From an optimization exercise on the open Yosys and OpenROAD flow, aimed at a short achievable clock period and few clock cycles; shortcuts taken in it are not production practice.
At most, simulation tests tie the RTL to the original design; equivalence was not proved.
Only the layout flow was run in run 1; the RTL was not checked for function there.
No activity file was given, so power comes from the tool's default toggle rates.

### flow/design.v
module tcpu_core (
    input  wire       clk,
    input  wire       rst,
    input  wire       start,
    input  wire [15:0] budget,
    output reg        mem_req,
    output reg        mem_we,
    output reg  [7:0] mem_addr,
    output reg  [7:0] mem_wdata,
    input  wire       mem_ready,
    input  wire [7:0] mem_rdata,
    output reg        tty_valid,
    output reg  [7:0] tty_data,
    output reg  [2:0] status,
    output reg  [7:0] acc,
    output reg  [7:0] pc,
    output reg  [7:0] ir,
    output reg        cf,
    output wire       zf
);
    localparam [2:0] ST_READY   = 3'd0,
                     ST_RUNNING = 3'd1,
                     ST_HALTED  = 3'd2,
                     ST_BUDGET  = 3'd3,
                     ST_DECODE  = 3'd4,
                     ST_UNIMPL  = 3'd5;
    localparam I_IDLE = 0,    
               I_FT   = 1,    
               I_RF   = 2,    
               I_RFN  = 3,    
               I_DEC  = 4,    
               I_X1   = 5,
               I_X2   = 6,
               I_X3   = 7,
               I_X4   = 8,
               I_SPR  = 9,    
               I_SPR2 = 10,   
               I_FL1  = 11,   
               I_FL2  = 12,   
               I_RFH  = 13;   
    localparam NS = 14;
    localparam [7:0] OP_LDI  = 8'h00, OP_LDR  = 8'h01, OP_LDRI = 8'h02,
                     OP_ADDI = 8'h03, OP_ADDR = 8'h04, OP_SUBI = 8'h05,
                     OP_SUBR = 8'h06, OP_STR  = 8'h07, OP_STRI = 8'h08,
                     OP_JMP  = 8'h09, OP_JEQ  = 8'h0A, OP_JCS  = 8'h0B,
                     OP_JMPI = 8'h0C, OP_JEQI = 8'h0D, OP_TTYI = 8'h0E,
                     OP_TTYO = 8'h0F, OP_HALT = 8'h10, OP_ROL  = 8'h11,
                     OP_INXR = 8'h12, OP_DEXR = 8'h13, OP_ASL  = 8'h14,
                     OP_NANDI= 8'h15, OP_NANDR= 8'h16, OP_NOP  = 8'h17,
                     OP_AINC = 8'h18, OP_ADEC = 8'h19, OP_RINC = 8'h1A,
                     OP_RDEC = 8'h1B, OP_RSP  = 8'h1C, OP_PHA  = 8'h1D,
                     OP_PLA  = 8'h1E, OP_JSR  = 8'h1F, OP_RTS  = 8'h20,
                     OP_LDSA = 8'h21, OP_STSA = 8'h22, OP_SINC = 8'h23,
                     OP_PHI  = 8'h24;
    localparam C_ALU1 = 0,    
               C_ONE  = 1,    
               C_LDR  = 2,    
               C_LDRI = 3,
               C_STR  = 4,
               C_STRI = 5,
               C_JMP  = 6,    
               C_JMPI = 7,    
               C_INXR = 8,    
               C_RINC = 9,    
               C_PUSH = 10,   
               C_JSR  = 11,
               C_RTS  = 12,
               C_PLA  = 13,   
               C_SINC = 14,
               C_STOP = 15,   
               C_SPR  = 16;   
    localparam NC = 17;
    localparam F_SUB  = 0,    
               F_NAND = 1,    
               F_ASL  = 2,
               F_TTYO = 3,
               F_ROL  = 4,
               F_AINC = 5,
               F_ADEC = 6,
               F_RSP  = 7,
               F_JEQ  = 8,    
               F_JCS  = 9,
               F_DEC  = 10,   
               F_PHI  = 11,
               F_STSA = 12,
               F_LDSA = 13,
               F_HALT = 14,
               F_TTYI = 15,
               F_SP   = 16,   
               F_ADS  = 17;   
    localparam NF = 18;
    function [NC+NF-1:0] classify(input [7:0] op);
        reg [NC-1:0] c;
        reg [NF-1:0] f;
        begin
            c = {NC{1'b0}};
            f = {NF{1'b0}};
            case (op)
                OP_LDI, OP_ADDI, OP_SUBI, OP_NANDI, OP_ASL: c[C_ALU1] = 1'b1;
                OP_TTYO, OP_ROL, OP_NOP, OP_AINC, OP_ADEC, OP_RSP: c[C_ONE] = 1'b1;
                OP_LDR, OP_ADDR, OP_SUBR, OP_NANDR: c[C_LDR] = 1'b1;
                OP_LDRI: c[C_LDRI] = 1'b1;
                OP_STR:  c[C_STR]  = 1'b1;
                OP_STRI: c[C_STRI] = 1'b1;
                OP_JMP, OP_JEQ, OP_JCS: c[C_JMP] = 1'b1;
                OP_JMPI, OP_JEQI: c[C_JMPI] = 1'b1;
                OP_INXR, OP_DEXR: c[C_INXR] = 1'b1;
                OP_RINC, OP_RDEC: c[C_RINC] = 1'b1;
                OP_PHA, OP_PHI, OP_STSA: c[C_PUSH] = 1'b1;
                OP_JSR:  c[C_JSR]  = 1'b1;
                OP_RTS:  c[C_RTS]  = 1'b1;
                OP_PLA, OP_LDSA: c[C_PLA] = 1'b1;
                OP_SINC: c[C_SINC] = 1'b1;
                default: c[C_STOP] = 1'b1;
            endcase
            f[F_SUB]  = (op == OP_SUBI) || (op == OP_SUBR);
            f[F_NAND] = (op == OP_NANDI) || (op == OP_NANDR);
            f[F_ASL]  = (op == OP_ASL);
            f[F_TTYO] = (op == OP_TTYO);
            f[F_ROL]  = (op == OP_ROL);
            f[F_AINC] = (op == OP_AINC);
            f[F_ADEC] = (op == OP_ADEC);
            f[F_RSP]  = (op == OP_RSP);
            f[F_JEQ]  = (op == OP_JEQ) || (op == OP_JEQI);
            f[F_JCS]  = (op == OP_JCS);
            f[F_DEC]  = (op == OP_DEXR) || (op == OP_RDEC);
            f[F_PHI]  = (op == OP_PHI);
            f[F_STSA] = (op == OP_STSA);
            f[F_LDSA] = (op == OP_LDSA);
            f[F_HALT] = (op == OP_HALT);
            f[F_TTYI] = (op == OP_TTYI);
            f[F_SP]   = (op == OP_PHA) || (op == OP_PHI) || (op == OP_JSR) || (op == OP_RTS) ||
                        (op == OP_PLA) || (op == OP_LDSA) || (op == OP_STSA) || (op == OP_SINC);
            f[F_ADS]  = (op == OP_ADDI) || (op == OP_ADDR) || (op == OP_SUBI) || (op == OP_SUBR);
            classify = {f, c};
        end
    endfunction
    reg [NS-1:0] st;        
    reg        s_ex;        
    reg [NC-1:0] cl;        
    reg [NF-1:0] fl;        
    reg [2:0]  pst;         
    reg [7:0]  b1;          
    reg [7:0]  b2;          
    reg [7:0]  w;           
    reg [7:0]  nxt;         
    reg [7:0]  hb1;         
    reg        b1h;         
    reg        fN, fFF;     
    reg [7:0]  spc;         
    reg        spv;         
    reg        spd;         
    reg        bud_en;      
    reg [14:0] bud_cnt;     
    reg [7:0]  alt;         
    reg        hold;        
    reg        fwd_sp;      
    wire       use_alt = hold | fwd_sp;
    assign zf = (acc == 8'h00);
    wire [7:0] altv = fwd_sp ? spc : alt;
    wire [7:0] rd   = use_alt ? altv : mem_rdata;
    wire       fast = !b1h && !use_alt;           
    wire [7:0] slow = b1h ? hb1 : altv;
    wire [7:0] b1v  = fast ? mem_rdata : slow;    
    wire       en   = mem_ready | ~mem_req;
    reg        bud_zero;    
    wire s_idle = st[I_IDLE], s_ft = st[I_FT], s_rf = st[I_RF], s_rfn = st[I_RFN],
         s_dec = st[I_DEC], s_x1 = st[I_X1], s_x2 = st[I_X2], s_x3 = st[I_X3],
         s_x4 = st[I_X4], s_spr = st[I_SPR], s_spr2 = st[I_SPR2], s_fl1 = st[I_FL1],
         s_fl2 = st[I_FL2], s_rfh = st[I_RFH];
    wire       is_sub = fl[F_SUB];
    wire [7:0] accx   = is_sub ? ~acc : acc;
    wire [8:0] sum_f  = {1'b0, accx} + {1'b0, mem_rdata};
    wire [8:0] sum_s  = {1'b0, accx} + {1'b0, slow};
    wire [8:0] sum_r  = fast ? sum_f : sum_s;
    wire       alu_c  = is_sub ? ~sum_r[8] : sum_r[8];
    localparam [2:0] K_LOAD = 3'd0, K_NAND = 3'd1, K_SUM = 3'd2, K_INC = 3'd3,
                     K_DEC = 3'd4, K_WSUM = 3'd5;
    function [7:0] late_val(input [7:0] x, input [8:0] sum, input [2:0] k,
                            input [7:0] a, input sub, input [7:0] b, input bc);
        case (k)
            K_LOAD:  late_val = x;
            K_NAND:  late_val = ~(a & x);
            K_SUM:   late_val = sub ? ~sum[7:0] : sum[7:0];
            K_INC:   late_val = x + 8'd1;
            K_DEC:   late_val = x - 8'd1;
            default: late_val = x + b + {7'd0, bc};    
        endcase
    endfunction
    wire [7:0] b2x     = fl[F_DEC] ? ~b2 : b2;     
    wire [7:0] spc_inc = spc + 8'd1;
    wire [7:0] spc_dec = spc - 8'd1;
    wire [7:0] spc_2   = spc + 8'd2;
    wire [7:0] pc_inc  = pc + 8'd1;
    wire [7:0] pc_2    = pc + 8'd2;
    wire       taken   = !(fl[F_JEQ] || fl[F_JCS]) || (fl[F_JEQ] && zf) || (fl[F_JCS] && cf);
    reg [NS-1:0] n_st;
    reg [2:0]  n_status, n_pst;
    reg [7:0]  n_pc, n_ir, n_b1, n_b2, n_nxt, n_hb1;
    reg        n_b1h, n_fN, n_fFF;
    reg        n_cf, n_wa;
    reg [7:0]  n_a;         
    reg        n_tty;
    reg [7:0]  n_spc;
    reg        n_spv, n_spd;
    reg        su;          
    reg [7:0]  su_val;
    reg        b_req, b_we;
    reg [7:0]  b_addr, b_wdata;    
    reg        a_late;      
    reg        w_late;      
    reg [2:0]  w_kind;
    reg        n_late;      
    reg [2:0]  a_kind;
    reg        done;
    reg [7:0]  end_pc;
    reg        hand;        
    reg [7:0]  hop;
    reg        hop_late;    
    reg        hop_fe;      
    reg        ir_late;     
    reg        upd_ir;      
    reg        hb1_new;     
    reg        stop;
    reg [2:0]  stop_status;
    function [NS-1:0] S(input integer i);
        S = {{(NS-1){1'b0}}, 1'b1} << i;
    endfunction
    always @* begin
        n_st      = st;
        n_status  = status;
        n_pst     = pst;
        n_pc      = pc;
        n_ir      = ir;
        n_b1      = b1;
        n_b2      = b2;
        n_nxt     = nxt;
        n_hb1     = hb1;
        n_b1h     = 1'b0;
        n_fN      = fN;
        n_fFF     = fFF;
        n_wa      = 1'b0;
        n_a       = acc;
        n_cf      = cf;
        n_tty     = 1'b0;
        su        = 1'b0;
        su_val    = spc;
        b_req     = 1'b0;
        b_we      = 1'b0;
        b_addr    = pc_inc;
        b_wdata   = acc;
        a_late    = 1'b0;
        w_late    = 1'b0;
        w_kind    = K_LOAD;
        n_late    = 1'b0;
        a_kind    = K_LOAD;
        done      = 1'b0;
        end_pc    = pc;
        hand      = 1'b0;
        hop       = nxt;
        hop_late  = 1'b0;
        hop_fe    = 1'b0;
        ir_late   = 1'b0;
        upd_ir    = 1'b0;
        hb1_new   = 1'b0;
        stop      = 1'b0;
        stop_status = fl[F_HALT] ? ST_HALTED : fl[F_TTYI] ? ST_UNIMPL : ST_DECODE;
        if (!s_ex) case (1'b1)
            s_idle: begin
                b_addr = 8'h00;
                if (status == ST_READY) begin
                    b_req = 1'b1;
                    if (start) begin
                        n_status = ST_RUNNING;
                        n_pc     = 8'h00;
                        if (mem_req && mem_ready && mem_addr == 8'h00) begin
                            b_addr = 8'h01; n_st = S(I_RF);
                        end else begin
                            n_st = S(I_FT);
                        end
                    end
                end
            end
            s_ft: begin
                b_req = 1'b1;
                n_st = S(I_RF);
            end
            s_rf: begin
                hand = 1'b1; hop_late = 1'b1;
            end
            s_rfh: begin
                hand = 1'b1; hop = nxt; hb1_new = 1'b1;
            end
            s_rfn: begin
                hand = 1'b1; hop = nxt;
            end
            s_spr: begin         
                n_b1h = 1'b1;
                n_st = S(I_SPR2);
            end
            s_spr2: begin        
                n_b1h = 1'b1;
                b_req = 1'b1;
                n_st = S(I_DEC);
            end
            s_fl1: begin
                if (spv) begin
                    b_req = 1'b1; b_we = 1'b1; b_addr = 8'hFF; b_wdata = spc;
                    n_st = S(I_FL2);
                end else begin
                    n_status = pst; n_st = S(I_IDLE);
                end
            end
            s_fl2: begin
                n_status = pst; n_st = S(I_IDLE);
            end
            default: ;
        endcase else begin
                case (1'b1)
                    cl[C_SPR]: begin
                        n_hb1 = b1v; n_b1h = 1'b1;
                        b_req = 1'b1; b_addr = 8'hFF;
                        n_st = S(I_SPR);
                    end
                    cl[C_ALU1]: begin
                        n_wa = 1'b1;
                        if (fl[F_ASL]) n_a = {acc[6:0], acc[7]};
                        else begin
                            n_late = 1'b1;
                            a_kind = fl[F_NAND] ? K_NAND : fl[F_ADS] ? K_SUM : K_LOAD;
                            if (a_kind == K_SUM) n_cf = alu_c;
                        end
                        done = 1'b1; end_pc = pc_inc;
                        n_pc = pc_inc; b_req = 1'b1; b_addr = pc_2; n_st = S(I_RF);
                    end
                    cl[C_ONE]: begin
                        if (fl[F_TTYO]) n_tty = 1'b1;
                        if (fl[F_ROL])  begin n_wa = 1'b1; n_a = {acc[6:0], 1'b0}; end
                        if (fl[F_AINC]) begin n_wa = 1'b1; n_a = acc + 8'd1; end
                        if (fl[F_ADEC]) begin n_wa = 1'b1; n_a = acc - 8'd1; end
                        if (fl[F_RSP])  begin su = 1'b1; su_val = 8'hFE; end
                        done = 1'b1; end_pc = pc;
                        hand = 1'b1;
                        hop = 8'hFE; hop_late = !(fl[F_RSP] && pc == 8'hFF); hop_fe = !hop_late;
                    end
                    cl[C_LDR]: begin
                        case (1'b1)
                            s_dec: begin     
                                b_req = 1'b1; a_late = 1'b1;
                                n_pc = pc_inc; n_st = S(I_X1);
                            end
                            s_x1: begin      
                                n_nxt = rd;
                                b_req = 1'b1;
                                n_st = S(I_X2);
                            end
                            default: begin   
                                n_wa = 1'b1; n_late = 1'b1;
                                a_kind = fl[F_NAND] ? K_NAND : fl[F_ADS] ? K_SUM : K_LOAD;
                                if (a_kind == K_SUM) n_cf = alu_c;
                                done = 1'b1; end_pc = pc;
                                hand = 1'b1; hop = nxt;
                            end
                        endcase
                    end
                    cl[C_LDRI]: begin
                        case (1'b1)
                            s_dec: begin     
                                b_req = 1'b1; a_late = 1'b1;
                                n_pc = pc_inc; n_st = S(I_X1);
                            end
                            s_x1: begin      
                                n_nxt = rd; n_st = S(I_X2);
                            end
                            s_x2: begin      
                                b_req = 1'b1; a_late = 1'b1; n_st = S(I_X3);
                            end
                            s_x3: begin      
                                b_req = 1'b1; n_st = S(I_X4);
                            end
                            default: begin   
                                n_wa = 1'b1; n_late = 1'b1; a_kind = K_LOAD;
                                done = 1'b1; end_pc = pc;
                                hand = 1'b1; hop = nxt;
                            end
                        endcase
                    end
                    cl[C_STR]: begin
                        if (s_dec) begin             
                            n_b1 = b1v;
                            b_req = 1'b1; b_we = 1'b1; a_late = 1'b1;
                            n_pc = pc_inc; n_st = S(I_X1);
                        end else begin               
                            n_nxt = (b1 == pc) ? acc : rd;
                            done = 1'b1; end_pc = pc;
                            b_req = 1'b1; n_st = S(I_RFN);
                        end
                    end
                    cl[C_STRI]: begin
                        case (1'b1)
                            s_dec: begin     
                                b_req = 1'b1; a_late = 1'b1;
                                n_pc = pc_2; n_st = S(I_X1);
                            end
                            s_x1: begin      
                                b_req = 1'b1; b_addr = pc; n_st = S(I_X2);
                            end
                            s_x2: begin      
                                n_fN = (rd == pc);
                                b_req = 1'b1; b_we = 1'b1; a_late = 1'b1;
                                n_st = S(I_X3);
                            end
                            default: begin   
                                n_nxt = fN ? acc : rd;
                                done = 1'b1; end_pc = pc;
                                b_req = 1'b1; n_st = S(I_RFN);
                            end
                        endcase
                    end
                    cl[C_JMP]: begin
                        done = 1'b1; b_req = 1'b1;
                        if (taken) begin
                            end_pc = b1v; n_pc = b1v;
                            a_late = 1'b1; n_st = S(I_FT);
                        end else begin
                            end_pc = pc_inc; n_pc = pc_inc;
                            b_addr = pc_2; n_st = S(I_RF);
                        end
                    end
                    cl[C_JMPI]: begin
                        case (1'b1)
                            s_dec: begin     
                                b_req = 1'b1;
                                if (fl[F_JEQ] && !zf) begin
                                    done = 1'b1; end_pc = pc_2; n_pc = pc_2;
                                    b_addr = pc_2; n_st = S(I_FT);
                                end else begin
                                    a_late = 1'b1; n_st = S(I_X1);
                                end
                            end
                            s_x1: begin      
                                n_st = S(I_X2);
                            end
                            default: begin   
                                done = 1'b1; end_pc = rd; n_pc = rd;
                                b_req = 1'b1; a_late = 1'b1; n_st = S(I_FT);
                            end
                        endcase
                    end
                    cl[C_INXR]: begin
                        case (1'b1)
                            s_dec: begin     
                                n_b1 = b1v;
                                b_req = 1'b1; a_late = 1'b1; n_st = S(I_X1);
                            end
                            s_x1: begin      
                                n_b2 = rd;
                                b_req = 1'b1; b_addr = pc_2;
                                n_pc = pc_2; n_st = S(I_X2);
                            end
                            s_x2: begin      
                                n_fN = (b1 == pc);
                                w_late = 1'b1; w_kind = K_WSUM;
                                b_req = 1'b1; b_we = 1'b1; b_addr = b1;
                                n_st = S(I_X3);
                            end
                            default: begin   
                                n_nxt = fN ? w : rd;
                                done = 1'b1; end_pc = pc;
                                b_req = 1'b1; n_st = S(I_RFN);
                            end
                        endcase
                    end
                    cl[C_RINC]: begin
                        case (1'b1)
                            s_dec: begin     
                                n_b1 = b1v;
                                b_req = 1'b1; a_late = 1'b1;
                                n_pc = pc_inc; n_st = S(I_X1);
                            end
                            s_x1: begin      
                                n_nxt = rd;
                                n_fN = (b1 == pc);
                                n_fFF = (b1 == pc_inc);
                                b_req = 1'b1; n_st = S(I_X2);
                            end
                            s_x2: begin      
                                n_wa = 1'b1; n_late = 1'b1; a_kind = fl[F_DEC] ? K_DEC : K_INC;
                                w_late = 1'b1; w_kind = a_kind;
                                b_req = 1'b1; b_we = 1'b1; b_addr = b1;
                                n_st = S(I_X3);
                            end
                            default: begin   
                                done = 1'b1; end_pc = pc;
                                n_nxt = fN ? w : nxt;
                                n_hb1 = fFF ? w : rd;
                                if (fN || fFF) n_st = S(I_RFH);
                                else begin hand = 1'b1; hop = nxt; hb1_new = 1'b1; end
                            end
                        endcase
                    end
                    cl[C_PUSH]: begin
                        if (s_dec) begin             
                            b_req = 1'b1; b_we = 1'b1;
                            b_addr = fl[F_STSA] ? spc_2 : spc;
                            w_late = fl[F_PHI]; w_kind = K_LOAD;
                            n_fN  = (fl[F_STSA] ? spc_2 : spc) == pc_inc;
                            n_fFF = !fl[F_STSA] && (pc_inc == 8'hFF);
                            n_pc = pc_inc; n_st = S(I_X1);
                        end else begin               
                            if (!fl[F_STSA]) begin su = 1'b1; su_val = spc_dec; end
                            n_nxt = fFF ? spc_dec : (fN ? mem_wdata : rd);
                            done = 1'b1; end_pc = pc;
                            b_req = 1'b1; n_st = S(I_RFN);
                        end
                    end
                    cl[C_JSR]: begin
                        if (s_dec) begin             
                            b_req = 1'b1; b_we = 1'b1; b_addr = spc;
                            w_late = 1'b1; w_kind = K_LOAD;
                            n_st = S(I_X1);
                        end else begin               
                            su = 1'b1; su_val = spc_dec;
                            done = 1'b1; end_pc = rd; n_pc = rd;
                            b_req = 1'b1; a_late = 1'b1; n_st = S(I_FT);
                        end
                    end
                    cl[C_RTS]: begin
                        case (1'b1)
                            s_dec: begin     
                                su = 1'b1; su_val = spc_inc;
                                b_req = 1'b1; b_addr = spc_inc;
                                n_st = S(I_X1);
                            end
                            s_x1: begin      
                                n_st = S(I_X2);
                            end
                            default: begin   
                                done = 1'b1; end_pc = rd; n_pc = rd;
                                b_req = 1'b1; a_late = 1'b1; n_st = S(I_FT);
                            end
                        endcase
                    end
                    cl[C_PLA]: begin
                        case (1'b1)
                            s_dec: begin     
                                if (!fl[F_LDSA]) begin
                                    su = 1'b1; su_val = spc_inc;
                                    n_nxt = (pc == 8'hFF) ? spc_inc : b1v;
                                    b_addr = spc_inc;
                                end else begin
                                    n_nxt = b1v;
                                    b_addr = spc_2;
                                end
                                b_req = 1'b1; n_st = S(I_X1);
                            end
                            s_x1: begin      
                                n_hb1 = rd;
                                n_st = S(I_X2);
                            end
                            default: begin   
                                n_wa = 1'b1; n_late = 1'b1; a_kind = K_LOAD;
                                done = 1'b1; end_pc = pc;
                                hand = 1'b1; hop = nxt; hb1_new = 1'b1;
                            end
                        endcase
                    end
                    cl[C_SINC]: begin
                        su = 1'b1; su_val = spc_inc;
                        done = 1'b1; end_pc = pc_inc;
                        n_pc = pc_inc; b_req = 1'b1; b_addr = pc_2; n_st = S(I_RF);
                    end
                    default: begin
                        stop = 1'b1;
                        if (spd) begin
                            b_req = 1'b1; b_we = 1'b1; b_addr = 8'hFF; b_wdata = spc;
                        end
                    end
                endcase
        end
        if (s_spr2) begin
            n_spc = rd; n_spv = 1'b1; n_spd = 1'b0;
        end else if (su) begin
            n_spc = su_val; n_spv = 1'b1; n_spd = 1'b1;
        end else if (mem_req && mem_we && mem_addr == 8'hFF) begin
            n_spc = mem_wdata; n_spv = 1'b1; n_spd = 1'b0;
        end else begin
            n_spc = spc; n_spv = spv; n_spd = spd;
        end
        if (hand) begin
            b_req = 1'b1; b_addr = pc_2;
            if (s_rf || s_rfn || s_rfh || !bud_zero) begin
                n_ir  = hop;
                ir_late = hop_late;
                upd_ir = 1'b1;
                n_pc  = pc_inc;
                n_b1h = hb1_new;
                n_st  = S(I_DEC);
            end
        end
        if (stop) begin
            if (spd) begin
                n_pst = stop_status; n_st = S(I_FL2);
            end else begin
                n_status = stop_status; n_st = S(I_IDLE);
            end
        end else if (done && bud_zero) begin
            n_pc = end_pc;
            n_b1h = 1'b0;
            n_pst = ST_BUDGET; n_st = S(I_FL1);
        end
    end
    wire [7:0] lv_f_a  = late_val(mem_rdata, sum_f, a_kind, acc, is_sub, b2x, fl[F_DEC]);
    wire [7:0] lv_s_a  = late_val(slow,      sum_s, a_kind, acc, is_sub, b2x, fl[F_DEC]);
    wire [7:0] lv_f_w  = late_val(mem_rdata, sum_f, w_kind, acc, is_sub, b2x, fl[F_DEC]);
    wire [7:0] lv_s_w  = late_val(slow,      sum_s, w_kind, acc, is_sub, b2x, fl[F_DEC]);
    wire [7:0] f_a     = (n_late && fast) ? lv_f_a : (n_late ? lv_s_a : n_a);
    wire [7:0] f_wdata = (w_late && fast) ? lv_f_w : (w_late ? lv_s_w : b_wdata);
    wire [7:0] f_addr  = (a_late && fast) ? mem_rdata : (a_late ? slow : b_addr);
    wire [7:0] f_ir = ir_late ? b1v : n_ir;
    wire [NC+NF-1:0] raw_cls = ir_late ? (fast ? classify(mem_rdata) : classify(slow)) :
                               hop_fe ? classify(8'hFE) : classify(nxt);
    wire             spr_need = raw_cls[NC+F_SP] && !n_spv;
    wire [NC+NF-1:0] n_cls = {raw_cls[NC+NF-1:NC],
                              spr_need ? ({{(NC-1){1'b0}}, 1'b1} << C_SPR) : raw_cls[NC-1:0]};
    always @(posedge clk) begin
        tty_valid <= 1'b0;
        if (rst) begin
            st        <= S(I_IDLE);
            status    <= ST_READY;
            acc       <= 8'h00;
            pc        <= 8'h00;
            ir        <= 8'h00;
            {fl, cl}  <= classify(8'h00);
            s_ex      <= 1'b0;
            cf        <= 1'b0;
            hold      <= 1'b0;
            fwd_sp    <= 1'b0;
            spv       <= 1'b0;
            spd       <= 1'b0;
            b1h       <= 1'b0;
            bud_en    <= 1'b0;
            bud_cnt   <= 15'd0;
            bud_zero  <= 1'b0;
            mem_req   <= 1'b1;
            mem_we    <= 1'b0;
        end else if (!en && !s_idle) begin
            if (!use_alt) begin
                alt     <= mem_rdata;
                hold    <= 1'b1;
            end
        end else begin
            hold      <= 1'b0;
            fwd_sp    <= mem_req && !mem_we && (mem_addr == 8'hFF) && n_spv && !s_spr && !s_idle;
            st        <= n_st;
            status    <= n_status;
            pst       <= n_pst;
            pc        <= n_pc;
            ir        <= f_ir;
            if (upd_ir) {fl, cl} <= n_cls;
            else if (s_spr2) {fl, cl} <= classify(ir);
            s_ex      <= n_st[I_DEC] | n_st[I_X1] | n_st[I_X2] | n_st[I_X3] | n_st[I_X4];
            b1        <= n_b1;
            b2        <= n_b2;
            nxt       <= n_nxt;
            hb1       <= n_hb1;
            b1h       <= n_b1h;
            fN        <= n_fN;
            fFF       <= n_fFF;
            cf        <= n_cf;
            spc       <= n_spc;
            spv       <= n_spv;
            spd       <= n_spd;
            mem_req   <= b_req;
            mem_we    <= b_we;
            mem_addr  <= f_addr;
            mem_wdata <= f_wdata;
            if (n_wa) acc <= f_a;
            if (w_late) w <= f_wdata;
            if (n_tty) begin
                tty_valid <= 1'b1;
                tty_data  <= acc;
            end
            if (s_idle && n_status == ST_RUNNING) begin
                bud_en   <= (budget != 16'd0) && !budget[15];
                bud_cnt  <= budget[14:0];
                bud_zero <= 1'b0;    
            end else if (done && !bud_zero && bud_en) begin
                bud_cnt  <= bud_cnt - 15'd1;
                bud_zero <= (bud_cnt == 15'd1);
            end
        end
    end
endmodule
### flow/run.sh
#!/bin/bash
# synth_recipe.tcl (not shown) runs the flow's synth.tcl, then flattens the netlist and writes it again
# the make line also repeats each setting of config.mk as NAME=value (left out here)
make -C /OpenROAD-flow-scripts/flow DESIGN_CONFIG=/design/flow/config.mk WORK_HOME=/design/flow/orfs CLKGATE_MAP_FILE= SYNTH_SCRIPT=/design/flow/synth_recipe.tcl finish
### flow/config.mk
export PLATFORM = sky130hd
export DESIGN_NAME = tcpu_core
export DESIGN_NICKNAME = tcpu_core
export VERILOG_FILES = /design/flow/design.v
export SDC_FILE = /design/flow/constraint.sdc
export NUM_CORES = 4
export LEC_CHECK = 0
export CAP_MARGIN = 20
export CORE_MARGIN = 2
export CORE_UTILIZATION = 25
export SETUP_SLACK_MARGIN = 3.5
export SLEW_MARGIN = 20
### flow/constraint.sdc
create_clock -name core_clock -period 6.0 [get_ports {clk}]
set_input_delay 1.2000 -clock core_clock [delete_from_list [all_inputs] [get_ports {clk}]]
set_output_delay 1.2000 -clock core_clock [all_outputs]
set_load 0.01 [all_outputs]
==> results of run 1 <==
-- per-stage QoR --
stage	cell area, um^2	utilization, %	cells
after CTS	35800	39.1	4896
after floorplan	24100	-	3208
after global placement	25900	28.3	4317
after global routing	38800	42.4	5070
after detailed placement	25900	28.3	4317
final	38800	42.4	5075
-- cell usage in the layout, fill, tap and decap left out, types with 23 or more instances in the layout --
| cell type | n |
|---|---|
| a211oi_1 | 30 |
| a211oi_2 | 24 |
| a21o_1 | 28 |
| a21oi_1 | 227 |
| a21oi_2 | 49 |
| a31oi_1 | 36 |
| a32oi_1 | 25 |
| buf_12 | 83 |
| buf_4 | 522 |
| buf_6 | 178 |
| buf_8 | 27 |
| clkbuf_16 | 38 |
| dfxtp_1 | 74 |
| dfxtp_4 | 40 |
| edfxtp_1 | 85 |
| ha_1 | 32 |
| ha_4 | 27 |
| inv_1 | 53 |
| mux2i_1 | 35 |
| nand2_1 | 276 |
| nand2_2 | 23 |
| nand2b_1 | 29 |
| nand3_1 | 85 |
| nand4_1 | 31 |
| nor2_1 | 213 |
| nor2_2 | 24 |
| nor2_4 | 39 |
| nor2b_1 | 23 |
| nor3_1 | 77 |
| nor3_2 | 38 |
| o211ai_1 | 55 |
| o21ai_0 | 178 |
| o21ai_1 | 61 |
| o21ai_2 | 33 |
| o22ai_1 | 30 |
| xnor2_1 | 97 |
| xor2_1 | 44 |
-- power by group --
part	total [mW]	switching, mW	internal, mW
combinational	8.09	4.78	3.31
sequential	2.03	0.283	1.74
clock	1.88	0.815	1.06
-- per-layer routing --
metal / GRT usage (%) / up-vias / share of wire (%) / routed length [um]
met5: 0 / - / 0.038 / 60
met4: 20.6 / 10 / 9.5 / 14800
met3: 11.7 / 1080 / 16 / 24500
met2: 44.4 / 3169 / 41 / 63400
met1: 37.0 / 15700 / 34 / 53700
li1: - / 13400 / - / -
-- worst max-delay path, cell delays in order, from the launching register on --
cell	delay, ps
edfxtp_1	520
mux2_4	320
mux2i_4	240
buf_6	170
inv_6	40
buf_6	100
buf_6	110
buf_6	120
ha_4	170
nor3_4	230
o21a_1	220
o31ai_2	110
o22ai_2	250
mux2i_4	180
nand2_4	200
a32oi_1	130
a21oi_1	150
-- layout make-up --
class	instances	share of cell area (%)
Timing Repair Buffer	904	23.9
Clock inverter	15	0.415
Multi-Input combinational cell	2618	54.7
Sequential cell	216	13.8
Inverter	90	1.18
Antenna cell	7	0.0451
Clock buffer	39	2.13
Tap cell	1186	3.82
-- what timing repair did --
action,CTS,global route
gates cloned,24,10
pin swaps,355,249
gates resized for setup,1204,353
endpoints found under the setup margin,328,235
buffers inserted,501,162
-- logic make-up after synthesis --
group / count (synthesis) / share of synthesized area, %
simple gates: 1113 / 23.3
fa+ha+maj: 66 / 3.71
xor+xnor: 170 / 6.45
buf+inv: 380 / 6.63
mux: 71 / 3.29
flops: 216 / 22.4
compound gates: 1192 / 34.2
-- worst max path at each step --
stage | startpoint | endpoint | slack [ps]
after floorplan | mem_rdata[1] | flip-flop | 2480
after detailed placement | b1h | nxt[6] | 1280
after CTS | mem_rdata[1] | flip-flop | 2860
final | spc[0] | cl[14] | 2640
after global routing | fl[13] | flip-flop | 2720
after global placement | b1h | nxt[6] | 1170
==> flow_summary.toml, run 1 <==
[run_status]
status = "no timing/DRC/antenna violations"

[sta]
fin_ws_ps = 2640
period_needed_ps = 3360
max_slew_margin_pct = 34.4
tns_ps = 0
timing.fmax_mhz = 298
finalMaxSlewViolations = 0
tightest_slew_ps = 984
fin_skew_ps = 27.7
fin_hold_ws_ps = 476
fin_crit_sh_pct = 55.9
rsz0062_at_grt = "true"
finalSetupViolCount = 0
hold_viol_final = 0

[logic_synthesis]
ys_seq_area_share_pct = 22.4
netlist_top_cells_count = "nand2_1, a21oi_1, o21ai_0"
synth_area_um2 = 23100
syn_nets = 3302
synthArstFlopShare_pct = 0
synth_ff_type = "dfxtp_1"
synth_top_area_share_pct = 11.4
yosys_warnings = 1
syn_inst = 3208
synth_enable_flop_cells = 85
yosys.area.top_type = "dfxtp_1"
syn_avg_cell_area_um2 = 7.19
synth.most_common_cell = "nand2_1"
ys_ff_latch = 216
yosysUniqueCellTypes = 110
synthTopCellsByArea = "dfxtp_1, edfxtp_1, a21oi_1"

[power]
power-per-cell-area_nw_per_um2 = 309
finalPower_mw = 12.0
peakVddDrop_mv = 0.267
power.leakage_nw = 14.1

[layout]
n_fill_cell = 8544
register_area_um2 = 5350
layout-drive-gt1-share_pct = 44.9
multiInputGateArea_um2 = 21300
nNetsFinal = 3953
synthToLayoutAreaGrowth_pct = 68.3

[clock_tree]
cts-root-buf = "clkbuf_16"
clock_latency_ps = 640
cts_tree = "built"
path_clk_slew_ps = 70
cts_buffers = 29
cts_buffer_depth = 3
cts_sinks = 216
ctsHtreeMaxLevel = 1
hold_buffers = 0

[worst_setup_path]
worstSetupStartpointType = "flip-flop"
cp_max_fo = 8
required_ps = 6550
critPathCaptureType = "flip-flop"
r2r_start = "spc[0]"
cp.arrival_ps = 3910
r2r_cells = 16
path_class = "reg -> reg"
regToRegSetupSlack_ps = 2640
r2r_end = "cl[14]"

[floorplanning]
ioPinCount = 84
dieWidth_um = 308
die-area_um2 = 94800
initial_utilization_pct = 25.2
fp.dieH_um = 308
rows = 111
fp.coreArea_um2 = 91500

[drt]
drc = 0
drt_iter0_drc = 5948
vias_per_cell = 6.58
wirelength_mm = 156
antenna_left = 0
routedWlPerCell_um = 30.8
detailroute.via_count = 33400
drt_pre_antenna_iters = 12

[placement]
place_ws_ps = 1280
io_buffers = 83
place_congestion = 1.05
hpwl_mm = 94.3

[worst_hold_path]
hold_path_class = "reg -> reg"
hold_start = "fl[17]"
hold_path_depth = 2
hold_end = "fl[17]"

[grt]
grt_start_max_net_pins = 56
grt_pass1_vias = 30400
grt_usage_pct = 30.4
antenna_found_initial = 9
grt_overflow = 0
grt_pass1_wl_mm = 214

[job]
maxCapViolCount = 0
==> run 2: changes to the inputs <==
--- a/flow/design.v
+++ b/flow/design.v
@@ -5,7 +5,7 @@
     input  wire [15:0] budget,
     output reg        mem_req,
     output reg        mem_we,
-    output reg  [7:0] mem_addr,
+    output wire [7:0] mem_addr,
     output reg  [7:0] mem_wdata,
     input  wire       mem_ready,
     input  wire [7:0] mem_rdata,
@@ -87,32 +87,33 @@
                F_HALT = 14,
                F_TTYI = 15,
                F_SP   = 16,   
-               F_ADS  = 17;   
-    localparam NF = 18;
+               F_ADS  = 17,   
+               F_FSD  = 18;   
+    localparam NF = 19;
     function [NC+NF-1:0] classify(input [7:0] op);
         reg [NC-1:0] c;
         reg [NF-1:0] f;
         begin
             c = {NC{1'b0}};
             f = {NF{1'b0}};
-            case (op)
-                OP_LDI, OP_ADDI, OP_SUBI, OP_NANDI, OP_ASL: c[C_ALU1] = 1'b1;
-                OP_TTYO, OP_ROL, OP_NOP, OP_AINC, OP_ADEC, OP_RSP: c[C_ONE] = 1'b1;
-                OP_LDR, OP_ADDR, OP_SUBR, OP_NANDR: c[C_LDR] = 1'b1;
-                OP_LDRI: c[C_LDRI] = 1'b1;
-                OP_STR:  c[C_STR]  = 1'b1;
-                OP_STRI: c[C_STRI] = 1'b1;
-                OP_JMP, OP_JEQ, OP_JCS: c[C_JMP] = 1'b1;
-                OP_JMPI, OP_JEQI: c[C_JMPI] = 1'b1;
-                OP_INXR, OP_DEXR: c[C_INXR] = 1'b1;
-                OP_RINC, OP_RDEC: c[C_RINC] = 1'b1;
-                OP_PHA, OP_PHI, OP_STSA: c[C_PUSH] = 1'b1;
-                OP_JSR:  c[C_JSR]  = 1'b1;
-                OP_RTS:  c[C_RTS]  = 1'b1;
-                OP_PLA, OP_LDSA: c[C_PLA] = 1'b1;
-                OP_SINC: c[C_SINC] = 1'b1;
-                default: c[C_STOP] = 1'b1;
-            endcase
+            c[C_ALU1] = (op == OP_LDI) || (op == OP_ADDI) || (op == OP_SUBI) || (op == OP_NANDI) ||
+                        (op == OP_ASL);
+            c[C_ONE]  = (op == OP_TTYO) || (op == OP_ROL) || (op == OP_NOP) || (op == OP_AINC) ||
+                        (op == OP_ADEC) || (op == OP_RSP);
+            c[C_LDR]  = (op == OP_LDR) || (op == OP_ADDR) || (op == OP_SUBR) || (op == OP_NANDR);
+            c[C_LDRI] = (op == OP_LDRI);
+            c[C_STR]  = (op == OP_STR);
+            c[C_STRI] = (op == OP_STRI);
+            c[C_JMP]  = (op == OP_JMP) || (op == OP_JEQ) || (op == OP_JCS);
+            c[C_JMPI] = (op == OP_JMPI) || (op == OP_JEQI);
+            c[C_INXR] = (op == OP_INXR) || (op == OP_DEXR);
+            c[C_RINC] = (op == OP_RINC) || (op == OP_RDEC);
+            c[C_PUSH] = (op == OP_PHA) || (op == OP_PHI) || (op == OP_STSA);
+            c[C_JSR]  = (op == OP_JSR);
+            c[C_RTS]  = (op == OP_RTS);
+            c[C_PLA]  = (op == OP_PLA) || (op == OP_LDSA);
+            c[C_SINC] = (op == OP_SINC);
+            c[C_STOP] = (op == OP_HALT) || (op == OP_TTYI) || (op > OP_PHI);
             f[F_SUB]  = (op == OP_SUBI) || (op == OP_SUBR);
             f[F_NAND] = (op == OP_NANDI) || (op == OP_NANDR);
             f[F_ASL]  = (op == OP_ASL);
@@ -132,10 +133,14 @@
             f[F_SP]   = (op == OP_PHA) || (op == OP_PHI) || (op == OP_JSR) || (op == OP_RTS) ||
                         (op == OP_PLA) || (op == OP_LDSA) || (op == OP_STSA) || (op == OP_SINC);
             f[F_ADS]  = (op == OP_ADDI) || (op == OP_ADDR) || (op == OP_SUBI) || (op == OP_SUBR);
+            f[F_FSD]  = (op == OP_JMP) || (op == OP_JMPI) || (op == OP_LDRI) || (op == OP_STRI);
             classify = {f, c};
         end
     endfunction
     reg [NS-1:0] st;        
+    reg        fsel;        
+    reg        fsf;         
+    reg [7:0]  addr_q;      
     reg        s_ex;        
     reg [NC-1:0] cl;        
     reg [NF-1:0] fl;        
@@ -163,6 +168,7 @@
     wire [7:0] slow = b1h ? hb1 : altv;
     wire [7:0] b1v  = fast ? mem_rdata : slow;    
     wire       en   = mem_ready | ~mem_req;
+    assign mem_addr = fsf ? mem_rdata : (fsel ? slow : addr_q);
     reg        bud_zero;    
     wire s_idle = st[I_IDLE], s_ft = st[I_FT], s_rf = st[I_RF], s_rfn = st[I_RFN],
          s_dec = st[I_DEC], s_x1 = st[I_X1], s_x2 = st[I_X2], s_x3 = st[I_X3],
@@ -208,6 +214,8 @@
     reg        b_req, b_we;
     reg [7:0]  b_addr, b_wdata;    
     reg        a_late;      
+    reg        a_inc;       
+    reg        n_fsel;
     reg        w_late;      
     reg [2:0]  w_kind;
     reg        n_late;      
@@ -250,6 +258,8 @@
         b_addr    = pc_inc;
         b_wdata   = acc;
         a_late    = 1'b0;
+        a_inc     = 1'b0;
+        n_fsel    = 1'b0;
         w_late    = 1'b0;
         w_kind    = K_LOAD;
         n_late    = 1'b0;
@@ -366,22 +376,16 @@
                     cl[C_LDRI]: begin
                         case (1'b1)
                             s_dec: begin     
-                                b_req = 1'b1; a_late = 1'b1;
+                                n_fsel = 1'b1; b_req = 1'b1;
                                 n_pc = pc_inc; n_st = S(I_X1);
                             end
                             s_x1: begin      
-                                n_nxt = rd; n_st = S(I_X2);
-                            end
-                            s_x2: begin      
-                                b_req = 1'b1; a_late = 1'b1; n_st = S(I_X3);
-                            end
-                            s_x3: begin      
-                                b_req = 1'b1; n_st = S(I_X4);
+                                b_req = 1'b1; b_addr = pc; n_st = S(I_X2);
                             end
                             default: begin   
                                 n_wa = 1'b1; n_late = 1'b1; a_kind = K_LOAD;
                                 done = 1'b1; end_pc = pc;
-                                hand = 1'b1; hop = nxt;
+                                b_req = 1'b1; n_st = S(I_RF);
                             end
                         endcase
                     end
@@ -399,27 +403,22 @@
                     cl[C_STRI]: begin
                         case (1'b1)
                             s_dec: begin     
-                                b_req = 1'b1; a_late = 1'b1;
+                                n_fsel = 1'b1; b_req = 1'b1;
+                                b_req = 1'b1; b_we = 1'b1;
                                 n_pc = pc_2; n_st = S(I_X1);
                             end
-                            s_x1: begin      
-                                b_req = 1'b1; b_addr = pc; n_st = S(I_X2);
-                            end
-                            s_x2: begin      
-                                n_fN = (rd == pc);
-                                b_req = 1'b1; b_we = 1'b1; a_late = 1'b1;
-                                n_st = S(I_X3);
-                            end
                             default: begin   
-                                n_nxt = fN ? acc : rd;
                                 done = 1'b1; end_pc = pc;
-                                b_req = 1'b1; n_st = S(I_RFN);
+                                b_req = 1'b1; b_addr = pc; n_st = S(I_FT);
                             end
                         endcase
                     end
                     cl[C_JMP]: begin
                         done = 1'b1; b_req = 1'b1;
-                        if (taken) begin
+                        if (fsel) begin
+                            end_pc = b1v; n_pc = b1v;
+                            a_late = 1'b1; a_inc = 1'b1; n_st = S(I_RF);
+                        end else if (taken) begin
                             end_pc = b1v; n_pc = b1v;
                             a_late = 1'b1; n_st = S(I_FT);
                         end else begin
@@ -430,20 +429,22 @@
                     cl[C_JMPI]: begin
                         case (1'b1)
                             s_dec: begin     
-                                b_req = 1'b1;
-                                if (fl[F_JEQ] && !zf) begin
+                                if (fsel) begin
+                                    n_fsel = 1'b1; b_req = 1'b1; n_st = S(I_X2);
+                                end else if (fl[F_JEQ] && !zf) begin
+                                    b_req = 1'b1;
                                     done = 1'b1; end_pc = pc_2; n_pc = pc_2;
                                     b_addr = pc_2; n_st = S(I_FT);
                                 end else begin
-                                    a_late = 1'b1; n_st = S(I_X1);
+                                    b_req = 1'b1; a_late = 1'b1; n_st = S(I_X1);
                                 end
                             end
                             s_x1: begin      
-                                n_st = S(I_X2);
+                                n_fsel = 1'b1; b_req = 1'b1; n_st = S(I_X2);
                             end
                             default: begin   
                                 done = 1'b1; end_pc = rd; n_pc = rd;
-                                b_req = 1'b1; a_late = 1'b1; n_st = S(I_FT);
+                                b_req = 1'b1; a_late = 1'b1; a_inc = 1'b1; n_st = S(I_RF);
                             end
                         endcase
                     end
@@ -533,11 +534,11 @@
                                 n_st = S(I_X1);
                             end
                             s_x1: begin      
-                                n_st = S(I_X2);
+                                n_fsel = 1'b1; b_req = 1'b1; n_st = S(I_X2);
                             end
                             default: begin   
                                 done = 1'b1; end_pc = rd; n_pc = rd;
-                                b_req = 1'b1; a_late = 1'b1; n_st = S(I_FT);
+                                b_req = 1'b1; a_late = 1'b1; a_inc = 1'b1; n_st = S(I_RF);
                             end
                         endcase
                     end
@@ -616,8 +617,10 @@
     wire [7:0] lv_s_w  = late_val(slow,      sum_s, w_kind, acc, is_sub, b2x, fl[F_DEC]);
     wire [7:0] f_a     = (n_late && fast) ? lv_f_a : (n_late ? lv_s_a : n_a);
     wire [7:0] f_wdata = (w_late && fast) ? lv_f_w : (w_late ? lv_s_w : b_wdata);
-    wire [7:0] f_addr  = (a_late && fast) ? mem_rdata : (a_late ? slow : b_addr);
+    wire [7:0] f_addr  = (a_late && fast) ? (a_inc ? mem_rdata + 8'd1 : mem_rdata) :
+                         a_late ? (a_inc ? slow + 8'd1 : slow) : b_addr;
     wire [7:0] f_ir = ir_late ? b1v : n_ir;
+    wire n_fwd = mem_req && !mem_we && (mem_addr == 8'hFF) && n_spv && !s_spr && !s_idle;
     wire [NC+NF-1:0] raw_cls = ir_late ? (fast ? classify(mem_rdata) : classify(slow)) :
                                hop_fe ? classify(8'hFE) : classify(nxt);
     wire             spr_need = raw_cls[NC+F_SP] && !n_spv;
@@ -644,14 +647,17 @@
             bud_zero  <= 1'b0;
             mem_req   <= 1'b1;
             mem_we    <= 1'b0;
+            fsel      <= 1'b0;
+            fsf       <= 1'b0;
         end else if (!en && !s_idle) begin
             if (!use_alt) begin
                 alt     <= mem_rdata;
                 hold    <= 1'b1;
+                fsf     <= 1'b0;
             end
         end else begin
             hold      <= 1'b0;
-            fwd_sp    <= mem_req && !mem_we && (mem_addr == 8'hFF) && n_spv && !s_spr && !s_idle;
+            fwd_sp    <= n_fwd;
             st        <= n_st;
             status    <= n_status;
             pst       <= n_pst;
@@ -673,7 +679,9 @@
             spd       <= n_spd;
             mem_req   <= b_req;
             mem_we    <= b_we;
-            mem_addr  <= f_addr;
+            addr_q    <= f_addr;
+            fsel      <= upd_ir ? n_cls[NC+F_FSD] : n_fsel;
+            fsf       <= (upd_ir ? n_cls[NC+F_FSD] : n_fsel) && !n_b1h && !n_fwd;
             mem_wdata <= f_wdata;
             if (n_wa) acc <= f_a;
             if (w_late) w <= f_wdata;
@@ -681,7 +689,7 @@
                 tty_valid <= 1'b1;
                 tty_data  <= acc;
             end
-            if (s_idle && n_status == ST_RUNNING) begin
+            if (s_idle && status == ST_READY && start) begin
                 bud_en   <= (budget != 16'd0) && !budget[15];
                 bud_cnt  <= budget[14:0];
                 bud_zero <= 1'b0;    
==> flow_summary.toml, run 2 <==
[placement]
place_ws_ps = 1380
hpwl_mm = 97.2
dp.cells = 4224
io_buffers = 83
place_congestion = 1.09
placed_cell_area_um2 = 25400

[layout]
nNetsFinal = 3808
final_common_cell = "buf_4"
largest_reg_flops = 17
layout_common_cells = "buf_4, nand2_1, a21oi_1"
synthToLayoutAreaGrowth_pct = 67.0
layout-drive-gt1-share_pct = 44.8
utilization_pct = 42.0
final_cells = 4929
design_area_um2 = 37600

[drt]
drt_iter0_drc = 6981
detailroute.via_count = 34100
antenna_left = 0
drt_pre_antenna_iters = 10
vias_per_cell = 6.92
drc = 0
wirelength_mm = 171
routedWlPerCell_um = 34.6

[floorplanning]
fp.dieH_um = 304
die-area_um2 = 92500
dieWidth_um = 304
fp.coreArea_um2 = 89600
ioPinCount = 84
initial_utilization_pct = 25.1
rows = 110

[logic_synthesis]
syn_inst = 3136
syn_nets = 3216
synth.most_common_cell = "nand2_1"
synth_enable_flop_cells = 85
yosys_warnings = 1
synthArstFlopShare_pct = 0
yosysUniqueCellTypes = 117
syn_avg_cell_area_um2 = 7.18
netlist_top_cells_count = "nand2_1, a21oi_1, nor2_1"
ys_ff_latch = 188
synthTopCellsByArea = "edfxtp_1, dfxtp_1, a21oi_1"
synth_area_um2 = 22500
synth_ff_type = "dfxtp_1"
synth_top_area_share_pct = 11.3
ys_seq_area_share_pct = 20.5
yosys.area.top_type = "edfxtp_1"

[power]
power-per-cell-area_nw_per_um2 = 419
peakVddDrop_mv = 0.336
clockPowerShare_pct = 8.2
finalPower_mw = 15.7
p_sw_share_pct = 54.1
power.leakage_nw = 13.7
pwr-share-comb_pct = 78.7
seqPwrFrac_pct = 13.1
p_switching_mw = 8.52
power.internal_mw = 7.23

[clock_tree]
clock_latency_ps = 530
cts_sinks = 188
cts-root-buf = "clkbuf_16"
cts_tree = "built"
cts_buffers = 17
ctsHtreeMaxLevel = 4
path_clk_slew_ps = 90
hold_buffers = 0
cts_buffer_depth = 2

[worst_setup_path]
path_class = "reg -> reg"
cp_max_fo = 6
worstSetupStartpointType = "flip-flop"
cp.arrival_ps = 3630
critPathCaptureType = "flip-flop"
required_ps = 6250

[sta]
finalSetupViolCount = 0
tns_ps = 0
period_needed_ps = 3380
fin_crit_sh_pct = 56.4
timing.fmax_mhz = 296
finalMaxSlewViolations = 0
fin_hold_ws_ps = 467
fin_ws_ps = 2620
hold_viol_final = 0
rsz0062_at_grt = "true"
tightest_slew_ps = 1320
max_slew_margin_pct = 11.1
fin_skew_ps = 21.6

[grt]
grt_usage_pct = 33.4
grt_start_max_net_pins = 55
grt_overflow = 0
grt_pass1_vias = 30400
antenna_found_initial = 26
grt_pass1_wl_mm = 225

[run_status]
status = "no timing/DRC/antenna violations"

[worst_hold_path]
hold_path_class = "reg -> reg"

[job]
maxCapViolCount = 0
## run 2: worst max-delay path, cell delays in order, from the launching register on
cell	delay, ps
dfxtp_4	540
buf_6	150
mux2_4	320
o211ai_1	240
nand2_1	130
fa_2	410
a21o_1	190
a21oi_2	150
o21bai_1	90
a21oi_2	150
xor2_1	270
o211ai_1	160
mux2i_1	170
mux2i_1	120
## run 2: layout make-up
type / count / area [um^2]
inverter: 81 / 457
timing repair inverter: 3 / 23.8
antenna: 12 / 30.0
multi-input combinational: 2579 / 21200
timing repair buffer: 858 / 8990
clock buffer: 20 / 478
tap: 1176 / 1470
fill: 8444 / 52000
clock inverter: 12 / 144
sequential: 188 / 4770
## run 2: final timing paths
| path | startpoint | slack [ps] | cells after the start | end |
|---|---|---|---|---|
| min | bud_cnt[14] | 470 | 2 | bud_cnt[14] |
| max reg2reg | fwd_sp | 2620 | 13 | mem_wdata[6] |
| min reg2reg | bud_cnt[14] | 470 | 2 | bud_cnt[14] |
| max | fwd_sp | 2620 | 13 | mem_wdata[6] |
## run 2: cells by family after synthesis
| kind of cell | after synthesis | synth area share [%] |
|---|---|---|
| mux | 73 | 3.51 |
| fa+ha+maj | 52 | 3.02 |
| xor+xnor | 166 | 6.45 |
| flops | 188 | 20.5 |
| buf+inv | 375 | 6.75 |
| simple gates | 1106 | 24.5 |
| compound gates | 1176 | 35.3 |
## run 2: per-layer routing
metal	vias up	part of all wire [%]	track usage [%]
met5	-	0.31	0.724
met4	32	11	24.9
met3	1410	18	17.1
met2	3663	39	47.0
met1	15800	33	38.3
li1	13200	-	-
## run 2: power groups by stage
stage	Clock, mW	Combinational, mW	Sequential [mW]
2_1_floorplan	0	4.81	1.78
3_3_place_gp	0	7.25	2.09
3_5_place_dp	0	7.21	2.09
4_1_cts	1.28	10.2	2.01
5_1_grt	1.32	12.5	2.07
6_report	1.29	12.4	2.06
## run 2: timing repair
action | CTS | global route
buffers inserted | 437 | 183
gates resized for setup | 1127 | 413
pin swaps | 284 | 265
gates cloned | 32 | 7
setup endpoints to repair | 307 | 227
Testbench counts of run 2, summed over its fixed seeds: cycles 203,154.
==> run 3: changes to the inputs <==
--- a/flow/design.v
+++ b/flow/design.v
@@ -88,8 +88,9 @@
                F_TTYI = 15,
                F_SP   = 16,   
                F_ADS  = 17,   
-               F_FSD  = 18;   
-    localparam NF = 19;
+               F_FSD  = 18,   
+               F_BEQ  = 19;   
+    localparam NF = 20;
     function [NC+NF-1:0] classify(input [7:0] op);
         reg [NC-1:0] c;
         reg [NF-1:0] f;
@@ -134,6 +135,7 @@
                         (op == OP_PLA) || (op == OP_LDSA) || (op == OP_STSA) || (op == OP_SINC);
             f[F_ADS]  = (op == OP_ADDI) || (op == OP_ADDR) || (op == OP_SUBI) || (op == OP_SUBR);
             f[F_FSD]  = (op == OP_JMP) || (op == OP_JMPI) || (op == OP_LDRI) || (op == OP_STRI);
+            f[F_BEQ]  = (op == OP_JEQ);
             classify = {f, c};
         end
     endfunction
@@ -164,8 +166,8 @@
     assign zf = (acc == 8'h00);
     wire [7:0] altv = fwd_sp ? spc : alt;
     wire [7:0] rd   = use_alt ? altv : mem_rdata;
-    wire       fast = !b1h && !use_alt;           
-    wire [7:0] slow = b1h ? hb1 : altv;
+    reg        fast;                              
+    reg  [7:0] slow;
     wire [7:0] b1v  = fast ? mem_rdata : slow;    
     wire       en   = mem_ready | ~mem_req;
     assign mem_addr = fsf ? mem_rdata : (fsel ? slow : addr_q);
@@ -579,7 +581,7 @@
                     end
                 endcase
         end
-        if (s_spr2) begin
+        if (s_spr2 && !spv) begin
             n_spc = rd; n_spv = 1'b1; n_spd = 1'b0;
         end else if (su) begin
             n_spc = su_val; n_spv = 1'b1; n_spd = 1'b1;
@@ -620,10 +622,14 @@
     wire [7:0] f_addr  = (a_late && fast) ? (a_inc ? mem_rdata + 8'd1 : mem_rdata) :
                          a_late ? (a_inc ? slow + 8'd1 : slow) : b_addr;
     wire [7:0] f_ir = ir_late ? b1v : n_ir;
+    wire flags_final = s_rf || s_rfn || s_rfh || (s_x3 && cl[C_RINC]) ||
+                       (s_dec && cl[C_ONE] && !fl[F_ROL] && !fl[F_AINC] && !fl[F_ADEC]);
+    wire fsd_next = n_cls[NC+F_FSD] ||
+                    flags_final && (n_cls[NC+F_BEQ] && zf || n_cls[NC+F_JCS] && cf);
     wire n_fwd = mem_req && !mem_we && (mem_addr == 8'hFF) && n_spv && !s_spr && !s_idle;
     wire [NC+NF-1:0] raw_cls = ir_late ? (fast ? classify(mem_rdata) : classify(slow)) :
                                hop_fe ? classify(8'hFE) : classify(nxt);
-    wire             spr_need = raw_cls[NC+F_SP] && !n_spv;
+    wire             spr_need = raw_cls[NC+F_SP] && !spv && !(s_dec && cl[C_ONE] && fl[F_RSP]);
     wire [NC+NF-1:0] n_cls = {raw_cls[NC+NF-1:NC],
                               spr_need ? ({{(NC-1){1'b0}}, 1'b1} << C_SPR) : raw_cls[NC-1:0]};
     always @(posedge clk) begin
@@ -639,6 +645,7 @@
             cf        <= 1'b0;
             hold      <= 1'b0;
             fwd_sp    <= 1'b0;
+            fast      <= 1'b1;
             spv       <= 1'b0;
             spd       <= 1'b0;
             b1h       <= 1'b0;
@@ -649,15 +656,20 @@
             mem_we    <= 1'b0;
             fsel      <= 1'b0;
             fsf       <= 1'b0;
+            addr_q    <= 8'h00;    
         end else if (!en && !s_idle) begin
             if (!use_alt) begin
                 alt     <= mem_rdata;
                 hold    <= 1'b1;
                 fsf     <= 1'b0;
+                fast    <= 1'b0;
+                if (!b1h) slow <= mem_rdata;
             end
         end else begin
             hold      <= 1'b0;
             fwd_sp    <= n_fwd;
+            fast      <= !n_b1h && !n_fwd;
+            slow      <= n_b1h ? n_hb1 : n_spc;    
             st        <= n_st;
             status    <= n_status;
             pst       <= n_pst;
@@ -680,8 +692,8 @@
             mem_req   <= b_req;
             mem_we    <= b_we;
             addr_q    <= f_addr;
-            fsel      <= upd_ir ? n_cls[NC+F_FSD] : n_fsel;
-            fsf       <= (upd_ir ? n_cls[NC+F_FSD] : n_fsel) && !n_b1h && !n_fwd;
+            fsel      <= upd_ir ? fsd_next : n_fsel;
+            fsf       <= (upd_ir ? fsd_next : n_fsel) && !n_b1h && !n_fwd;
             mem_wdata <= f_wdata;
             if (n_wa) acc <= f_a;
             if (w_late) w <= f_wdata;
==> flow_summary.toml, run 3 <==
[sta]
finalSetupViolCount = 0
hold_viol_final = 0
rsz0062_at_grt = "true"
finalMaxSlewViolations = 0
fin_crit_sh_pct = 57.0
period_needed_ps = 3420
fin_skew_ps = 23.7
tightest_slew_ps = 1170
fin_hold_ws_ps = 470
timing.fmax_mhz = 292
fin_ws_ps = 2580
tns_ps = 0
max_slew_margin_pct = 21.8

[run_status]
status = "no timing/DRC/antenna violations"

[clock_tree]
path_clk_slew_ps = 90
ctsHtreeMaxLevel = 4
clock_latency_ps = 560
cts_buffers = 17
cts_sinks = 197
cts-root-buf = "clkbuf_16"
cts_buffer_depth = 2
cts_tree = "built"
hold_buffers = 0

[placement]
place_ws_ps = 1580
dp.cells = 4485
io_buffers = 83
placed_cell_area_um2 = 26400
hpwl_mm = 101
place_congestion = 1.08

[layout]
final_common_cell = "buf_4"
synthToLayoutAreaGrowth_pct = 61.6
n_fill_cell = 9058
layout_common_cells = "buf_4, nand2_1, nor2_1"
utilization_pct = 40.7
nNetsFinal = 3933
largest_reg_flops = 17
final_cells = 5132
design_area_um2 = 37900
layout-drive-gt1-share_pct = 40.7

[drt]
drt_iter0_drc = 6544
vias_per_cell = 6.78
wirelength_mm = 164
antenna_left = 0
drt_pre_antenna_iters = 22
routedWlPerCell_um = 31.9
drc = 0
detailroute.via_count = 34800

[worst_setup_path]
cp_top_family = "simple AND/OR/NAND/NOR gates"
max_stage_delay_ps = 620
regToRegSetupSlack_ps = 2580
critPathCaptureType = "flip-flop"
worstSetupStartpointType = "flip-flop"
cp.arrival_ps = 3880
path_class = "reg -> reg"
timing.critical_path.slowest_stage_cell = "nor4_1"
cp_max_fo = 18
path_buf_inv = 2
required_ps = 6460
path_cells = "buf_8 > nor4_1 > nand2_2 > nor4_4 > xor2_1 > o21ai_1 > a221oi_1 > o41ai_1 > buf_4 > a211oi_2"

[logic_synthesis]
netlist_top_cells_count = "nand2_1, nor2_1, clkbuf_1"
synth_enable_flop_cells = 85
yosys_warnings = 1
synth_top_area_share_pct = 10.9
ys_ff_latch = 197
synthTopCellsByArea = "edfxtp_1, dfxtp_1, nand2_1"
ys_seq_area_share_pct = 20.5
syn_avg_cell_area_um2 = 7.06
syn_inst = 3322
synth.most_common_cell = "nand2_1"
synth_ff_type = "dfxtp_1"
yosys.area.top_type = "edfxtp_1"
synth_area_um2 = 23400
synthArstFlopShare_pct = 0
syn_nets = 3402
yosysUniqueCellTypes = 105

[power]
peakVddDrop_mv = 0.319
power.leakage_nw = 13.5
power-per-cell-area_nw_per_um2 = 252
finalPower_mw = 9.55

[floorplanning]
fp.dieH_um = 310
dieWidth_um = 310
rows = 112
ioPinCount = 84
initial_utilization_pct = 25.2
fp.coreArea_um2 = 93200
die-area_um2 = 96200

[job]
maxCapViolCount = 0

[grt]
grt_usage_pct = 31.9
grt_pass1_vias = 31100
antenna_found_initial = 17
grt_overflow = 0
grt_start_max_net_pins = 65
grt_pass1_wl_mm = 224

[worst_hold_path]
hold_path_class = "reg -> reg"
==> run 3: layout make-up <==
type                    count  area [um^2]  area share (%)
multi-input cells        2716        21600            57.1
repair buffers            822         8660            22.9
flip-flops and latches    197         4970            13.1
well taps                1254         1570            4.14
inverters                  99          439            1.16
clock buffers              17          425            1.12
clock inverters            15          171           0.452
diodes                     12         30.0          0.0793
==> run 3: kinds of logic (layout without fill, tap and decap cells) <==
kind of cell,count (synthesis),after routing,synth area share [%]
and+or+nand+nor,1210,1218,25.0
AOI/OAI and AO/OA,1192,1193,34.5
buffers and inverters,418,953,6.92
DFF,197,197,20.5
xor gates and xnor gates,167,167,6.24
muxes,86,86,3.92
adders and majority gates,52,52,2.90
other,0,12,0
==> run 3: tightest hold or removal path: cells and delay by family (launching register included) <==
family	cells	cell delay, ps
AO/OA/AOI/OAI	1	60
flip-flops	1	320
AND/OR/NAND/NOR	1	60
==> run 3: report_power, final <==
part	total [mW]	internal, mW	switching (mW)	leakage [nW]
Sequential	1.80	1.55	0.256	1.73
Clock	1.34	0.601	0.736	0.296
Combinational	6.41	2.49	3.92	11.5
Total	9.55	4.64	4.91	13.5
==> run 3: path summary, 6_finish.rpt <==
check | start | end | cells after the start
worst max-delay path | cl[2] | addr_q[3] | 10
worst max register to register | cl[2] | addr_q[3] | 10
worst min register to register | b1h | b1h | 2
worst min-delay path | b1h | b1h | 2
==> run 3: timing repair <==
| action | 4_1_cts | 5_1_grt |
|---|---|---|
| setup endpoints to repair | 311 | 245 |
| resized for setup | 1098 | 346 |
| setup buffers | 409 | 159 |
| cloned | 28 | 7 |
| pin swaps | 234 | 206 |
==> run 3: layer usage <==
metal	routed length [um]	vias up	global-route usage [%]
met3	28300	1267	15.7
li1	-	13700	-
met5	235	-	0.809
met1	56100	16300	38.2
met2	61800	3496	43.9
met4	17100	16	22.9
Testbench counts of run 3, summed over its fixed seeds: cycles 200,980.
==> run 4: changes to the inputs <==
--- a/flow/design.v
+++ b/flow/design.v
@@ -646,6 +646,7 @@
             hold      <= 1'b0;
             fwd_sp    <= 1'b0;
             fast      <= 1'b1;
+            slow      <= 8'h00;
             spv       <= 1'b0;
             spd       <= 1'b0;
             b1h       <= 1'b0;
@@ -656,7 +657,18 @@
             mem_we    <= 1'b0;
             fsel      <= 1'b0;
             fsf       <= 1'b0;
-            addr_q    <= 8'h00;    
+            pst       <= 3'd0;
+            b1        <= 8'h00;
+            b2        <= 8'h00;
+            w         <= 8'h00;
+            nxt       <= 8'h00;
+            hb1       <= 8'h00;
+            fN        <= 1'b0;
+            fFF       <= 1'b0;
+            spc       <= 8'h00;
+            alt       <= 8'h00;
+            addr_q    <= 8'h00;
+            mem_wdata <= 8'h00;
         end else if (!en && !s_idle) begin
             if (!use_alt) begin
                 alt     <= mem_rdata;
==> flow_summary.toml, run 4 <==
[worst_setup_path]
path_depth = 4
worstSetupStartpointType = "flip-flop"
max_stage_delay_ps = 450
cp_max_fo = 8
cp.arrival_ps = 1850
path_cells = "mux2_4 > mux2i_4 > inv_4 > buf_6"
path_class = "reg -> out"
cp_top_family = "multiplexers"
path_buf_inv = 2
r2r_cells = 13
critPathCaptureType = "output pin"
required_ps = 4800
timing.critical_path.slowest_stage_cell = "dfxtp_4"

[logic_synthesis]
synthArstFlopShare_pct = 0
ys_ff_latch = 197
syn_inst = 3500
yosys_warnings = 1
synth-simple-area-share_pct = 27.5
synth_enable_flop_cells = 8
synth_ff_type = "dfxtp_1"
synth.most_common_cell = "nand2_1"
netlist_top_cells_count = "nand2_1, nor2_1, a21oi_1"
syn_nets = 3580
synthAdderAreaFrac_pct = 2.90
yosys.area.top_type = "dfxtp_1"
synth.area.mux_share_pct = 4.08
synthTopCellsByArea = "dfxtp_1, a21oi_1, nand2_1"
synth_top_family_by_area = "compound AO/OA/AOI/OAI gates"
syn_avg_cell_area_um2 = 6.70
ys_seq_area_share_pct = 17.2
synth_area_um2 = 23400
yosysUniqueCellTypes = 105
synth_top_area_share_pct = 16.1
synth_xor_area_share_pct = 6.50
synth_compound_area_share_pct = 34.9

[floorplanning]
fp.dieH_um = 310
die-area_um2 = 96300
fp.coreArea_um2 = 93200
dieWidth_um = 310
ioPinCount = 84
initial_utilization_pct = 25.2
rows = 112

[drt]
drt_iter0_drc = 6572
routedWlPerCell_um = 30.9
drt_pre_antenna_iters = 9
wirelength_mm = 163
antenna_left = 0
detailroute.via_count = 35100
drc = 0
vias_per_cell = 6.65

[power]
finalPower_mw = 9.47
peakVddDrop_mv = 0.257
power-per-cell-area_nw_per_um2 = 250
power.leakage_nw = 13.5

[placement]
place_ws_ps = 1500
hpwl_mm = 102
io_buffers = 83
placed_cell_area_um2 = 26100
place_congestion = 1.04
dp.cells = 4641

[layout]
final_common_cell = "buf_4"
layout-drive-gt1-share_pct = 40.3
final_cells = 5277
layout_common_cells = "buf_4, nand2_1, nor2_1"
n_fill_cell = 9010
synthToLayoutAreaGrowth_pct = 61.7
nNetsFinal = 4080
design_area_um2 = 37900
largest_reg_flops = 17

[grt]
grt_usage_pct = 31.9
grt_start_max_net_pins = 69
grt_overflow = 0
grt_pass1_vias = 31100
grt_pass1_wl_mm = 225
antenna_found_initial = 11

[sta]
timing.fmax_mhz = 327
fin_skew_ps = 29.4
period_needed_ps = 3050
max_slew_margin_pct = 26.5
rsz0062_at_grt = "true"
fin_crit_sh_pct = 50.9
hold_viol_final = 0
tightest_slew_ps = 1100
fin_ws_ps = 2950
finalSetupViolCount = 0
finalMaxSlewViolations = 0
tns_ps = 0

[clock_tree]
cts_buffer_depth = 2
clock_latency_ps = 550
ctsHtreeMaxLevel = 4
cts_tree = "built"
cts_sinks = 197
cts-root-buf = "clkbuf_16"
cts_buffers = 17
hold_buffers = 0
path_clk_slew_ps = 90

[worst_hold_path]
hold_path_class = "reg -> reg"
hold_path_depth = 2

[job]
maxCapViolCount = 0

[run_status]
status = "no timing/DRC/antenna violations"
run 4: cell count changes after synthesis, moves of 13 or more:
cell	delta
nor3_1	+30
a21oi_1	+53
nand3_1	-13
a221oi_1	-13
mux2i_1	+17
dfxtp_1	+77
nor2_1	+78
clkbuf_1	-20
buf_2	+51
edfxtp_1	-77
a22oi_1	+13
inv_1	-36
nand2_1	+23
run 4: repair_timing:
action,CTS,global route
setup buffers,386,180
setup endpoints to repair,253,188
resized for setup,1157,418
pin swaps,237,228
gates cloned,17,11
run 4: cells by family (layout without fill, tap and decap cells):
family	Yosys count	after routing
XOR/XNOR	174	174
adder cells (fa/ha/maj)	52	52
other	0	10
AND/OR/NAND/NOR	1336	1338
flip-flops	197	197
multiplexers	92	92
buffers and inverters	409	918
AO/OA/AOI/OAI	1240	1242
run 4: layout make-up:
cell class                      instances  area, um^2  area share (%)
Clock buffer                           18         429            1.13
Inverter                               62         302           0.795
Sequential cell                       197        4270            11.3
Clock inverter                         14         139           0.366
Antenna cell                           10        25.0          0.0660
Multi-Input combinational cell       2898       22500            59.4
Timing Repair Buffer                  824        8660            22.8
Tap cell                             1254        1570            4.14
run 4: final timing paths:
path	start	end	slack [ps]
worst min-delay path	alt[1]	alt[1]	460
worst max register to register	pc[1]	addr_q[4]	3000
worst min register to register	alt[1]	alt[1]	460
worst max-delay path	fsel	mem_addr[1]	2950
run 4: routing by layer:
metal	track usage, %	wire [um]	vias up
li1	-	-	14100
met1	38.8	57100	16400
met2	44.4	63100	3377
met3	14.3	26600	1190
met4	22.4	16300	10
met5	0.152	138	-
run 4: per-stage QoR:
stage,hold WS (ps),util [%]
after detailed placement,449,28.0
after CTS,459,37.0
final,460,40.7
after global routing,478,40.7
after floorplan,426,-
after global placement,436,28.0
run 4: tightest hold or removal path, stage by stage, from the launching register on:
cell and delay (ps):
dfxtp_1 320, nand2_1 50, a21oi_1 50
run 4: where the power goes:
group	total [mW]	internal, mW	switching [mW]
Clock	1.29	0.584	0.701
Combinational	6.49	2.57	3.92
Sequential	1.69	1.45	0.246
Total	9.47	4.60	4.87
Testbench counts of run 4, summed over its fixed seeds: cycles 200,980.

==> what the ideal ports hide <==
In the flow no input, the clock included, has a driving cell. The finished layouts below were timed again as built, in two steps.
Step 1 sets driving cells, clkbuf_16 on the clock port and buf_2 on the other inputs (assumed; they add their load-dependent delay and slew).
Step 2, shift: input delay + t, output delay - t, t = (earliest + latest rising clock arrival at the registers) / 2. This alone moves slack from input paths to output paths.
a / b / c = no drivers / after step 1 / after step 2; a / b = the first two.
run | shift t [ns] | slack for setup (ns) | clock arrival spread, ns | worst register clock-pin slew, ns
run 1 | 0.702 | 2.645 / 2.645 / 2.118 | 0.028 / 0.027 | 0.08 / 0.08
run 2 | 0.597 | 2.617 / 2.553 / 2.336 | 0.022 / 0.022 | 0.09 / 0.09
run 3 | 0.615 | 2.578 / 2.578 / 2.313 | 0.025 / 0.025 | 0.11 / 0.11
run 4 | 0.614 | 2.946 / 2.872 / 2.415 | 0.029 / 0.030 | 0.11 / 0.11
After both steps setup and hold are still met in every run listed. The setup slack of run 4, which loses most, moves by -0.074 ns with the drivers and by -0.531 ns with both steps.
